This is an optimization exercise on Yosys and OpenROAD, whose aim is small area, a short achievable clock period and few clock cycles, not a production implementation. In this exercise RTL edits were held to simulation tests only and were not proved equivalent to the original. Power is estimated from default activity; no workload was simulated.

== job 101 ==
Design fortelion_engine, start of the top module:
module fortelion_engine (
    input  wire         clk,
    input  wire         rst,
    input  wire         req_valid,
    input  wire [31:0]  req_word,
    input  wire         req_transport,
    output wire         req_ready,
    input  wire         s_valid,
    input  wire [1:0]   s_kind,
    input  wire [7:0]   s_data,
    output wire         s_ready,
    output reg          done,
    output reg  [7:0]   rstatus,
    output wire [7:0]   rrule,
    output wire [7:0]   rexp,
    output wire [7:0]   rrcv,
    output wire [7:0]   ract,
    output wire [15:0]  rvalid,
    output reg  [7:0]   rqty,
    output wire [15:0]  rneed,
    output wire [15:0]  ravail,
    output reg  [31:0]  rval,
    output wire [127:0] rvec,
    output wire [15:0]  rlen,
    output wire [255:0] rbytes,
    output wire [47:0]  rfault,
    output wire [39:0]  txb,
    output reg          txv
);
Size: ~3,400 cells after synthesis, about 670 I/O pins, ~31,000 um2 of cells after synthesis.
clock: 10.0 ns
lec_check: 0
cap_margin: 20
core_margin: 2
core_utilization: 45
setup_slack_margin: 5
slew_margin: 20
run.sh (not shown) runs the stock make flow with config.mk's settings and CLKGATE_MAP_FILE= SYNTH_SCRIPT=/design/flow/synth_recipe.tcl, a recipe that flattens the netlist after the stock synthesis.
Testbench counts of job 101, summed over its fixed seeds: cycles 18,504.
diff inputs: job 101 => job 102
==> flow/flow/run.sh (new file) <==
#!/bin/bash
# Own layout flow: the standard synthesis, then the standard layout
# with two changes to how it is made:
#   * the port buffers are sky130_fd_sc_hd__buf_1 cells (the standard flow
#     picks a delay cell); there is still one buffer on every input and
#     output port, and the repair steps resize them like any other cell;
#   * the timing repair steps aim for a larger setup slack.
# The clock period, the constraints and every other step are the standard
# ones. Each tool's output goes to a log file of its own in this folder.
set -euo pipefail
bash standard.sh synth > synth.log 2>&1
bash standard.sh \
    "BUFFER_PORTS_ARGS=-buffer_cell sky130_fd_sc_hd__buf_1" \
    "SETUP_SLACK_MARGIN=5.5" \
    finish > layout.log 2>&1
==> flow/standard.sh (new file) <==
#!/bin/bash
# synth_recipe.tcl (not shown) runs the flow's synth.tcl, then flattens the netlist and writes it again
# the make line also repeats each setting of config.mk as NAME=value (left out here)
make -C /OpenROAD-flow-scripts/flow DESIGN_CONFIG=/design/flow/config.mk WORK_HOME=/design/flow/orfs CLKGATE_MAP_FILE= SYNTH_SCRIPT=/design/flow/synth_recipe.tcl "${@:-finish}"
-- flow/config.mk --
<<< job 101, line 9
export CORE_MARGIN = 2
export CORE_UTILIZATION = 45
export SETUP_SLACK_MARGIN = 5
export SLEW_MARGIN = 20
>>> job 102, line 9
export CORE_MARGIN = 2
export CORE_UTILIZATION = 45
export SLEW_MARGIN = 20
removed: flow/run.sh
[summary]
Job 102: area overhead of the layout relative to synthesis lower than job 101
Job 102 — final-layout worst hold slack 0.017 ns lower, job 101 as reference
Of job 102 and job 101, the lower fmax belongs to job 101.

========
fortelion_engine, a different RTL version from the one above (not shown whole).
Size: roughly 3300 cells after synthesis, about 520 flip-flops, ~670 I/O pins, about 30000 sq um of cells after synthesis.
export LEC_CHECK = 0
export CAP_MARGIN = 20
export CORE_MARGIN = 2
export CORE_UTILIZATION = 50
export CTS_BUF_LIST = sky130_fd_sc_hd__clkbuf_4 sky130_fd_sc_hd__clkbuf_8
export PLACE_DENSITY = 0.85
export SLEW_MARGIN = 20
create_clock -name core_clock -period 10.0 [get_ports {clk}]
standard.sh (not shown) runs the stock make flow with config.mk's settings and CLKGATE_MAP_FILE= SYNTH_SCRIPT=/design/flow/synth_recipe.tcl, a recipe that flattens the netlist after the stock synthesis.
==> flow/flow/run.sh <==
#!/bin/bash
# Own layout flow: the standard synthesis, then the standard layout
# with two changes to how it is made:
#   * the port buffers are sky130_fd_sc_hd__buf_1 cells (the standard flow
#     picks a delay cell); there is still one buffer on every input and
#     output port, and the repair steps resize them like any other cell;
#   * the timing repair steps aim for a larger setup slack.
# The clock period, the constraints and every other step are the standard
# ones. Each tool's output goes to a log file of its own in this folder.
set -euo pipefail
bash standard.sh synth > synth.log 2>&1
bash standard.sh \
    "BUFFER_PORTS_ARGS=-buffer_cell sky130_fd_sc_hd__buf_1" \
    "SETUP_SLACK_MARGIN=5.5" \
    finish > layout.log 2>&1
The baseline produced a clean layout.
Testbench counts at the start, summed over its fixed seeds: cycles 18,520.
Next try:
--- a/flow/flow/run.sh
+++ b/flow/flow/run.sh
@@ -12,4 +12,4 @@
 bash standard.sh \
     "BUFFER_PORTS_ARGS=-buffer_cell sky130_fd_sc_hd__buf_1" \
-    "SETUP_SLACK_MARGIN=5.5" \
+    "SETUP_SLACK_MARGIN=6" \
     finish > layout.log 2>&1
After rerunning: Design area rose by 6.8%; area after synthesis stays the same; wire length increases by about 3%; clock power is higher by about 7%; total power goes up by about 4%; die area stays the same.
Next try:
--- a/flow/flow/run.sh
+++ b/flow/flow/run.sh
@@ -12,4 +12,4 @@
 bash standard.sh \
     "BUFFER_PORTS_ARGS=-buffer_cell sky130_fd_sc_hd__buf_1" \
-    "SETUP_SLACK_MARGIN=6" \
+    "SETUP_SLACK_MARGIN=5.75" \
     finish > layout.log 2>&1
=> The changed run finished clean. Synthesized cell count stays the same. Maximum frequency is lower slightly. Sequential cell count stays the same. Core utilization is lower by 2.8 points. Sequential share of layout area is higher by 1.8 points. Worst setup slack is worse by 0.035 ns.
Next try:
--- a/flow/flow/run.sh
+++ b/flow/flow/run.sh
@@ -12,4 +12,4 @@
 bash standard.sh \
     "BUFFER_PORTS_ARGS=-buffer_cell sky130_fd_sc_hd__buf_1" \
-    "SETUP_SLACK_MARGIN=5.75" \
+    "SETUP_SLACK_MARGIN=5.5" \
     finish > layout.log 2>&1
- CORE_UTILIZATION: 50 -> 55
Clock skew grows by 0.0036 ns.
Via count drops by 2.2%.
Non-clock buffer count falls by 51.
Global-route usage rises by 2.5 points.
Area after synthesis stays the same.
Cell count is lower by 2.0%.
Core utilization increases by 4.0 points.
Sequential share of layout area grows by 1.1 points.
Die area went down by 9.0%.
Worst setup slack is worse by 0.34 ns.
Total power drops by 0.45%.

========
fortelion_engine, a different RTL version from the one above (not shown whole).
Size: about 30000 µm² of cells after synthesis.
// fortelion_engine
module fortelion_engine (
    input  wire         clk,
    input  wire         rst,
    input  wire         req_valid,
    input  wire [31:0]  req_word,
    input  wire         req_transport,
    output wire         req_ready,
    input  wire         s_valid,
    input  wire [1:0]   s_kind,
    input  wire [7:0]   s_data,
    output wire         s_ready,
    output reg          done,
    output reg  [7:0]   rstatus,
    output wire [7:0]   rrule,
    output wire [7:0]   rexp,
    output wire [7:0]   rrcv,
    output wire [7:0]   ract,
    output wire [15:0]  rvalid,
    output reg  [7:0]   rqty,
    output wire [15:0]  rneed,
    output wire [15:0]  ravail,
    output reg  [31:0]  rval,
    output wire [127:0] rvec,
    output wire [15:0]  rlen,
    output wire [255:0] rbytes,
    output wire [47:0]  rfault,
    output wire [39:0]  txb,
    output reg          txv
);
clock: 10.0 ns
lec_check: 0
cap_margin: 20
core_margin: 2
core_utilization: 45
slew_margin: 20
==> flow/flow/run.sh <==
#!/bin/bash
# Own layout flow: the standard synthesis, then the standard layout
# with two changes to how it is made:
#   * the port buffers are sky130_fd_sc_hd__buf_1 cells (the standard flow
#     picks a delay cell); there is still one buffer on every input and
#     output port, and the repair steps resize them like any other cell;
#   * the timing repair steps aim for a larger setup slack.
# The clock period, the constraints and every other step are the standard
# ones. Each tool's output goes to a log file of its own in this folder.
set -euo pipefail
bash standard.sh synth > synth.log 2>&1
bash standard.sh \
    "BUFFER_PORTS_ARGS=-buffer_cell sky130_fd_sc_hd__buf_1" \
    "SETUP_SLACK_MARGIN=5.5" \
    finish > layout.log 2>&1
The starting point finished clean.
Testbench counts at the start, summed over its fixed seeds: cycles 18,504.
Change:
--- a/flow/config.mk
+++ b/flow/config.mk
@@ -10 +10,2 @@
-export CORE_UTILIZATION = 45
+export CORE_UTILIZATION = 50
+export CTS_BUF_LIST = sky130_fd_sc_hd__clkbuf_4 sky130_fd_sc_hd__clkbuf_8
Effect:
- The new run finished with timing, DRC and antenna clean
- maximum frequency falls slightly
- sequential share of layout area rose by 0.68 points
- hold slack gets better by 0.0096 ns
- synthesized cell count is unchanged
- total power falls by a little under a tenth
- utilization increases by 5.0 points
- count of clock-buffer cells in the layout rises by 45

========
RTL: one of the versions met above, not the one the previous note started from.
Size: about 3300 cells after synthesis, ~520 flip-flops, roughly 670 I/O pins.
==> flow/design.v (excerpt) <==
module fortelion_engine (
    input  wire         clk,
    input  wire         rst,
    input  wire         req_valid,
    input  wire [31:0]  req_word,
    input  wire         req_transport,
    output wire         req_ready,
    input  wire         s_valid,
    input  wire [1:0]   s_kind,
    input  wire [7:0]   s_data,
    output wire         s_ready,
    output reg          done,
    output reg  [7:0]   rstatus,
    output wire [7:0]   rrule,
    output wire [7:0]   rexp,
    output wire [7:0]   rrcv,
    output wire [7:0]   ract,
    output wire [15:0]  rvalid,
    output reg  [7:0]   rqty,
    output wire [15:0]  rneed,
    output wire [15:0]  ravail,
    output reg  [31:0]  rval,
    output wire [127:0] rvec,
    output wire [15:0]  rlen,
    output wire [255:0] rbytes,
    output wire [47:0]  rfault,
    output wire [39:0]  txb,
    output reg          txv
);
    localparam [3:0] C_CELLV = 4'd0, C_CURR = 4'd1, C_TEMP = 4'd2,
                     C_SOH = 4'd6, C_FS1 = 4'd7, C_FS2 = 4'd8,
                     C_MI = 4'd9, C_SU = 4'd10, C_NONE = 4'd15;
    localparam [4:0] S_IDLE = 5'd0, S_STRM = 5'd1, S_RW = 5'd2, S_RD1 = 5'd3,
                     S_CLR = 5'd4, S_WB = 5'd5, S_WR2 = 5'd6, S_WALK = 5'd7,
                     S_WE1 = 5'd8, S_CK1 = 5'd9, S_CK2 = 5'd10, S_X10 = 5'd11,
                     S_SUM = 5'd12, S_D1 = 5'd13, S_D2 = 5'd14, S_D3 = 5'd15,
                     S_DIV = 5'd16, S_WE2 = 5'd17, S_SUM0 = 5'd18, S_RD2 = 5'd19,
                     S_RD1B = 5'd20, S_WE1B = 5'd21;
    function [7:0] f_len(input [3:0] c);
        f_len = (c == 4'd0) ? 8'd16 :
                (c >= 4'd1 && c <= 4'd5) ? 8'd2 :
                (c >= 4'd6 && c <= 4'd8) ? 8'd1 :
                (c == 4'd9) ? 8'd32 :
                (c == 4'd10) ? 8'd24 : 8'd0;
    endfunction
    function [7:0] f_code(input [3:0] c);
  ...
export LEC_CHECK = 0
export CAP_MARGIN = 20
export CORE_MARGIN = 2
export CORE_UTILIZATION = 50
export PLACE_DENSITY = 0.85
export SLEW_MARGIN = 20
create_clock -name core_clock -period 10.0 [get_ports {clk}]
Scripts as last shown in full above: flow/flow/run.sh
Testbench counts at the start, summed over its fixed seeds: cycles 18,520.
Edit:
--- a/flow/flow/run.sh
+++ b/flow/flow/run.sh
@@ -13,3 +13,3 @@
     "BUFFER_PORTS_ARGS=-buffer_cell sky130_fd_sc_hd__buf_1" \
-    "SETUP_SLACK_MARGIN=5.5" \
+    "SETUP_SLACK_MARGIN=5.9" \
     finish > layout.log 2>&1
CTS_BUF_LIST = sky130_fd_sc_hd__clkbuf_4 sky130_fd_sc_hd__clkbuf_8   (was not set)
What happened:
- cell area climbs by 4.4%
- wire length stays flat
- register-to-register slack gets better by 0.26 ns
- first-iteration DRC count is higher by 7.5%
- maximum frequency rises by 4.1%
- worst setup slack improves by 0.18 ns

static timing again, ports no longer ideal:
No port has a modelled driver above. Below, the same layouts with a new extraction and two added sets of constraints.
Step 1 assumes that a clkbuf_16 drives the clock port and a buf_2 every other input.
Step 2, shift: input delay + t, output delay - t, t = (earliest + latest rising clock arrival at the registers) / 2. This alone moves slack from input paths to output paths.
Three values: ideal, step 1, step 2; two values: the first two.
run | t (ns) | setup WS [ns] | latest minus earliest clock arrival (ns) | pins driven straight from the clock port
job 101 | 0.699 | 4.956 / 4.898 / 4.304 | 0.076 / 0.076 | 1
job 102 | 0.717 | 5.209 / 5.209 / 4.761 | 0.048 / 0.048 | 1
the first run of note 2 | 0.783 | 5.469 / 5.405 / 4.774 | 0.044 / 0.044 | 1
the second run of note 2 | 0.799 | 5.754 / 5.688 / 5.163 | 0.075 / 0.075 | 1
the third run of note 2 | 0.774 | 5.719 / 5.676 / 4.989 | 0.057 / 0.058 | 1
the fourth run of note 2 | 0.784 | 5.378 / 5.414 / 4.630 | 0.060 / 0.060 | 1
the first run of note 3 | 0.691 | 5.345 / 5.345 / 4.722 | 0.067 / 0.067 | 1
the second run of note 3 | 0.772 | 5.316 / 5.316 / 4.576 | 0.062 / 0.062 | 1
the first run of note 4 | 0.699 | 5.488 / 5.463 / 4.822 | 0.038 / 0.038 | 1
the second run of note 4 | 0.800 | 5.664 / 5.596 / 5.055 | 0.051 / 0.051 | 1
After both steps setup and hold are still met in every run listed. The setup slack of the fourth run of note 2, which loses most, moves by +0.036 ns with the drivers and by -0.748 ns with both steps.
